From an optimization exercise on the open Yosys and OpenROAD flow, aimed at a short achievable clock period and few clock cycles; shortcuts taken in it are not production practice.
Only simulation tests tie the RTL to the original design; equivalence was not proved.
Power and IR drop assume default switching activity.

== before ==
// cm3_engine
module cm3_engine (
    input  wire        clk,
    input  wire        rst,           
    input  wire        start,         
    input  wire        bound_en,      
    input  wire [15:0] max_steps,     
    output wire        done,          
    output wire        halt_reason,   
    output wire [16:0] pc_out,
    output wire [14:0] executed,
    input  wire [4:0]  reg_sel,
    output wire [31:0] reg_rdata,
    output wire        mem_re,
    output wire        mem_we,
    output wire [15:0] mem_addr,
    output wire [7:0]  mem_wdata,
    input  wire [7:0]  mem_rdata
);
==> flow/config.mk <==
export PLATFORM = sky130hd
export DESIGN_NAME = cm3_engine
export DESIGN_NICKNAME = cm3_engine
export VERILOG_FILES = /design/flow/design.v
export SDC_FILE = /design/flow/constraint.sdc
export NUM_CORES = 4
export LEC_CHECK = 0
export ABC_CLOCK_PERIOD_IN_PS = 5000
export CAP_MARGIN = 20
export CORE_MARGIN = 2
export CORE_UTILIZATION = 40
export SETUP_SLACK_MARGIN = 5
export SLEW_MARGIN = 20
==> flow/constraint.sdc <==
create_clock -name core_clock -period 12.0 [get_ports {clk}]
set_input_delay 2.4000 -clock core_clock [delete_from_list [all_inputs] [get_ports {clk}]]
set_output_delay 2.4000 -clock core_clock [all_outputs]
set_load 0.01 [all_outputs]
run.sh (not shown) runs the stock make flow with config.mk's settings and CLKGATE_MAP_FILE= SYNTH_SCRIPT=/design/flow/synth_recipe.tcl, a recipe that flattens the netlist after the stock synthesis.
Testbench counts of before, summed over its fixed seeds: cycles 43,947.
Here is what was changed in the inputs of after compared with before.
diff --git a/flow/design.v b/flow/design.v
--- a/flow/design.v
+++ b/flow/design.v
@@ -88,18 +88,17 @@
                 f_oh  = {N{1'b0}};
                 f_oh[i] = 1'b1;
             end
     end
     wire [47:0] w  = eb[47:0];
     wire [5:0]  op = w[5:0];
     wire h_known = kn[0];
     wire h_rdy3  = ev[0] & ev[1] & ev[2];
-    wire h_rdyp  = ev[0] & ev[1];
-    wire h_rdya  = ev[2] & ev[3] & ev[4] & (ev[5] | (w[39:32] != 8'd0));
+    wire h_rdyp  = ev[0] & ev[1] & ev[2] & ev[3] & ev[4] & (ev[5] | (w[39:32] != 8'd0));
     wire [12:0] ld_const = w[18:6];
     wire [4:0]  ld_rd    = w[23:19];
     wire [4:0]  rd_rd    = w[10:6];
     wire [7:0]  rd_off   = w[18:11];
     wire [4:0]  rd_ar    = w[23:19];
     wire [4:0]  wr_vr    = w[10:6];
     wire [4:0]  wr_ar    = w[15:11];
     wire [7:0]  wr_off   = w[23:16];
@@ -194,48 +193,39 @@
                     end else if (op == OP_WRITE) begin
                         snoop = bwe;
                         sh = 3'd3; rt_exec = 1'b1; ph_n = 3'd0;
                     end else begin  
                         if (!aok_r) begin
                             rf_we = 1'b1; rf_wa = pw_rd; rf_wd = 32'd1;
                             sh = 3'd6; rt_exec = 1'b1; ph_n = 3'd0;
                         end else begin
+                            if (base_ok) begin
+                                d_bus = 1'b1; d_re = 1'b1; d_addr = pw_addr[15:0];
+                            end
                             ph_n = 3'd2;
                         end
                     end
                 end
                 3'd2: begin
                     if (op == OP_READ) begin
                         rf_we = 1'b1; rf_wa = rd_rd; rf_wd = {24'd0, mem_rdata};
                         sh = 3'd3; rt_exec = 1'b1; ph_n = 3'd0;
                     end else begin  
                         pe_ld = 1'b1; ph_n = 3'd3;
                     end
                 end
                 3'd3: begin  
-                    if (pe == 8'd0) begin
-                        rf_we = 1'b1; rf_wa = pw_rd; rf_wd = 32'd1;
+                    if (pe == 8'd0 || !base_ok) begin
+                        rf_we = 1'b1; rf_wa = pw_rd; rf_wd = {31'd0, (pe == 8'd0)};
                         sh = 3'd6; rt_exec = 1'b1; ph_n = 3'd0;
-                    end else if (h_rdya) begin
-                        if (!base_ok) begin
-                            rf_we = 1'b1; rf_wa = pw_rd; rf_wd = 32'd0;
-                            sh = 3'd6; rt_exec = 1'b1; ph_n = 3'd0;
-                        end else begin
-                            d_bus = 1'b1; d_re = 1'b1; d_addr = pw_addr[15:0];
-                            ph_n = 3'd4;
-                        end
+                    end else begin
+                        loop_ld = 1'b1; ph_n = 3'd4;
                     end
                 end
-                3'd4: begin  
-                    ph_n = 3'd5;
-                end
-                3'd5: begin  
-                    loop_ld = 1'b1; ph_n = 3'd6;
-                end
                 default: begin  
                     if (!ploop) begin
                         rf_we = 1'b1; rf_wa = pw_rd; rf_wd = pres;
                         sh = 3'd6; rt_exec = 1'b1; ph_n = 3'd0;
                     end else if (pcnt == 5'd0) begin
                         rf_we = 1'b1; rf_wa = pw_rd; rf_wd = acc;
                         sh = 3'd6; rt_exec = 1'b1; ph_n = 3'd0;
                     end
@@ -414,15 +404,15 @@
                 acc   <= {24'd0, mem_rdata};
                 pb    <= mem_rdata;
                 pcnt  <= pe[4:0] - 5'd1;
                 ploop <= (mem_rdata > 8'd1) && (pe != 8'd1) && (pe <= {3'd0, emax});
                 if (mem_rdata == 8'd0 || mem_rdata == 8'd1 || pe == 8'd1)
                     pres <= {24'd0, mem_rdata};
                 else
                     pres <= 32'hFFFF_FFFF;
-            end else if (ph == 3'd6) begin
+            end else if (ph == 3'd4) begin
                 acc  <= prod;
                 pcnt <= pcnt - 5'd1;
             end
         end
     end
 endmodule
Results
Share of total power in combinational logic in after is 0.2 points lower than in before. Of after and before, it is after that has the higher depth of the critical timing path with buffers and inverters included. [compare] base=before new=after: routed length on met2 moved up, first-pass GRT wire length higher. Clock buffer count in the final layout: lower on before. after against before: relative slew slack -6.4 points; switching component of the power -about 3.3%; cell area after synthesis ~0 delta.
Testbench counts of after, summed over its fixed seeds: cycles 44,347.

* * *

cm3_engine again, from the RTL that the note above started with.
export LEC_CHECK = 0
export ABC_CLOCK_PERIOD_IN_PS = 5000
export CAP_MARGIN = 20
export CORE_MARGIN = 2
export CORE_UTILIZATION = 40
export SETUP_SLACK_MARGIN = 5
export SLEW_MARGIN = 20
create_clock -name core_clock -period 12.0 [get_ports {clk}]
standard.sh (not shown) runs the stock make flow with config.mk's settings and CLKGATE_MAP_FILE= SYNTH_SCRIPT=/design/flow/synth_recipe.tcl, a recipe that flattens the netlist after the stock synthesis.
==> flow/flow/run.sh <==
#!/bin/bash
set -euo pipefail
bash standard.sh SETUP_SLACK_MARGIN=6 finish > standard_flow.log 2>&1
Testbench counts at the start, summed over its fixed seeds: cycles 43,947.
Rerun with:
--- a/flow/design.v
+++ b/flow/design.v
@@ -89,16 +89,15 @@
                 f_oh[i] = 1'b1;
             end
     end
     wire [47:0] w  = eb[47:0];
     wire [5:0]  op = w[5:0];
     wire h_known = kn[0];
     wire h_rdy3  = ev[0] & ev[1] & ev[2];
-    wire h_rdyp  = ev[0] & ev[1];
-    wire h_rdya  = ev[2] & ev[3] & ev[4] & (ev[5] | (w[39:32] != 8'd0));
+    wire h_rdyp  = ev[0] & ev[1] & ev[2] & ev[3] & ev[4] & (ev[5] | (w[39:32] != 8'd0));
     wire [12:0] ld_const = w[18:6];
     wire [4:0]  ld_rd    = w[23:19];
     wire [4:0]  rd_rd    = w[10:6];
     wire [7:0]  rd_off   = w[18:11];
     wire [4:0]  rd_ar    = w[23:19];
     wire [4:0]  wr_vr    = w[10:6];
     wire [4:0]  wr_ar    = w[15:11];
@@ -195,46 +194,37 @@
                         snoop = bwe;
                         sh = 3'd3; rt_exec = 1'b1; ph_n = 3'd0;
                     end else begin  
                         if (!aok_r) begin
                             rf_we = 1'b1; rf_wa = pw_rd; rf_wd = 32'd1;
                             sh = 3'd6; rt_exec = 1'b1; ph_n = 3'd0;
                         end else begin
+                            if (base_ok) begin
+                                d_bus = 1'b1; d_re = 1'b1; d_addr = pw_addr[15:0];
+                            end
                             ph_n = 3'd2;
                         end
                     end
                 end
                 3'd2: begin
                     if (op == OP_READ) begin
                         rf_we = 1'b1; rf_wa = rd_rd; rf_wd = {24'd0, mem_rdata};
                         sh = 3'd3; rt_exec = 1'b1; ph_n = 3'd0;
                     end else begin  
                         pe_ld = 1'b1; ph_n = 3'd3;
                     end
                 end
                 3'd3: begin  
-                    if (pe == 8'd0) begin
-                        rf_we = 1'b1; rf_wa = pw_rd; rf_wd = 32'd1;
+                    if (pe == 8'd0 || !base_ok) begin
+                        rf_we = 1'b1; rf_wa = pw_rd; rf_wd = {31'd0, (pe == 8'd0)};
                         sh = 3'd6; rt_exec = 1'b1; ph_n = 3'd0;
-                    end else if (h_rdya) begin
-                        if (!base_ok) begin
-                            rf_we = 1'b1; rf_wa = pw_rd; rf_wd = 32'd0;
-                            sh = 3'd6; rt_exec = 1'b1; ph_n = 3'd0;
-                        end else begin
-                            d_bus = 1'b1; d_re = 1'b1; d_addr = pw_addr[15:0];
-                            ph_n = 3'd4;
-                        end
+                    end else begin
+                        loop_ld = 1'b1; ph_n = 3'd4;
                     end
                 end
-                3'd4: begin  
-                    ph_n = 3'd5;
-                end
-                3'd5: begin  
-                    loop_ld = 1'b1; ph_n = 3'd6;
-                end
                 default: begin  
                     if (!ploop) begin
                         rf_we = 1'b1; rf_wa = pw_rd; rf_wd = pres;
                         sh = 3'd6; rt_exec = 1'b1; ph_n = 3'd0;
                     end else if (pcnt == 5'd0) begin
                         rf_we = 1'b1; rf_wa = pw_rd; rf_wd = acc;
                         sh = 3'd6; rt_exec = 1'b1; ph_n = 3'd0;
@@ -415,14 +405,14 @@
                 pb    <= mem_rdata;
                 pcnt  <= pe[4:0] - 5'd1;
                 ploop <= (mem_rdata > 8'd1) && (pe != 8'd1) && (pe <= {3'd0, emax});
                 if (mem_rdata == 8'd0 || mem_rdata == 8'd1 || pe == 8'd1)
                     pres <= {24'd0, mem_rdata};
                 else
                     pres <= 32'hFFFF_FFFF;
-            end else if (ph == 3'd6) begin
+            end else if (ph == 3'd4) begin
                 acc  <= prod;
                 pcnt <= pcnt - 5'd1;
             end
         end
     end
 endmodule
Result: Design area fell by about 0.9%; routed wire length rose by about 0.9%; global-route usage rose by 0.46 points; register-to-register slack improved by 0.03 ns; count of clock-buffer cells in the layout rose by 14; hold slack stays flat; clock power fell by about 2%; final cell count fell by 1.7%; via count fell by about 3%; synthesized area stays flat.
Testbench counts after the change, summed over its fixed seeds: cycles 44,347.

what the ideal ports hide:
In the flow no input, the clock included, has a driving cell. The finished layouts below were timed again as built, in two steps. Step 1 sets driving cells, clkbuf_16 on the clock port and buf_2 on the other inputs (assumed; they add their load-dependent delay and slew). Step 2, shift: input delay + t, output delay - t, t = (earliest + latest rising clock arrival at the registers) / 2. This alone moves slack from input paths to output paths. Three values: no drivers, after step 1, after step 2; two values: the first two.
run | t, ns | setup WS [ns] | worst setup path at the end | clock arrival spread, ns
before | 0.960 | 4.956 / 4.919 / 4.557 | input to register | 0.084 / 0.084
after | 0.963 | 4.941 / 4.901 / 4.205 | input to register | 0.057 / 0.056
the first run of note 2 | 0.974 | 5.072 / 5.016 / 5.017 | input to output | 0.085 / 0.085
the second run of note 2 | 0.932 | 5.118 / 5.037 / 5.037 | input to output | 0.062 / 0.062
After both steps every run listed still meets setup and hold. For after, which loses most, drivers alone change the setup slack by -0.040 ns; drivers and shift together by -0.736 ns.
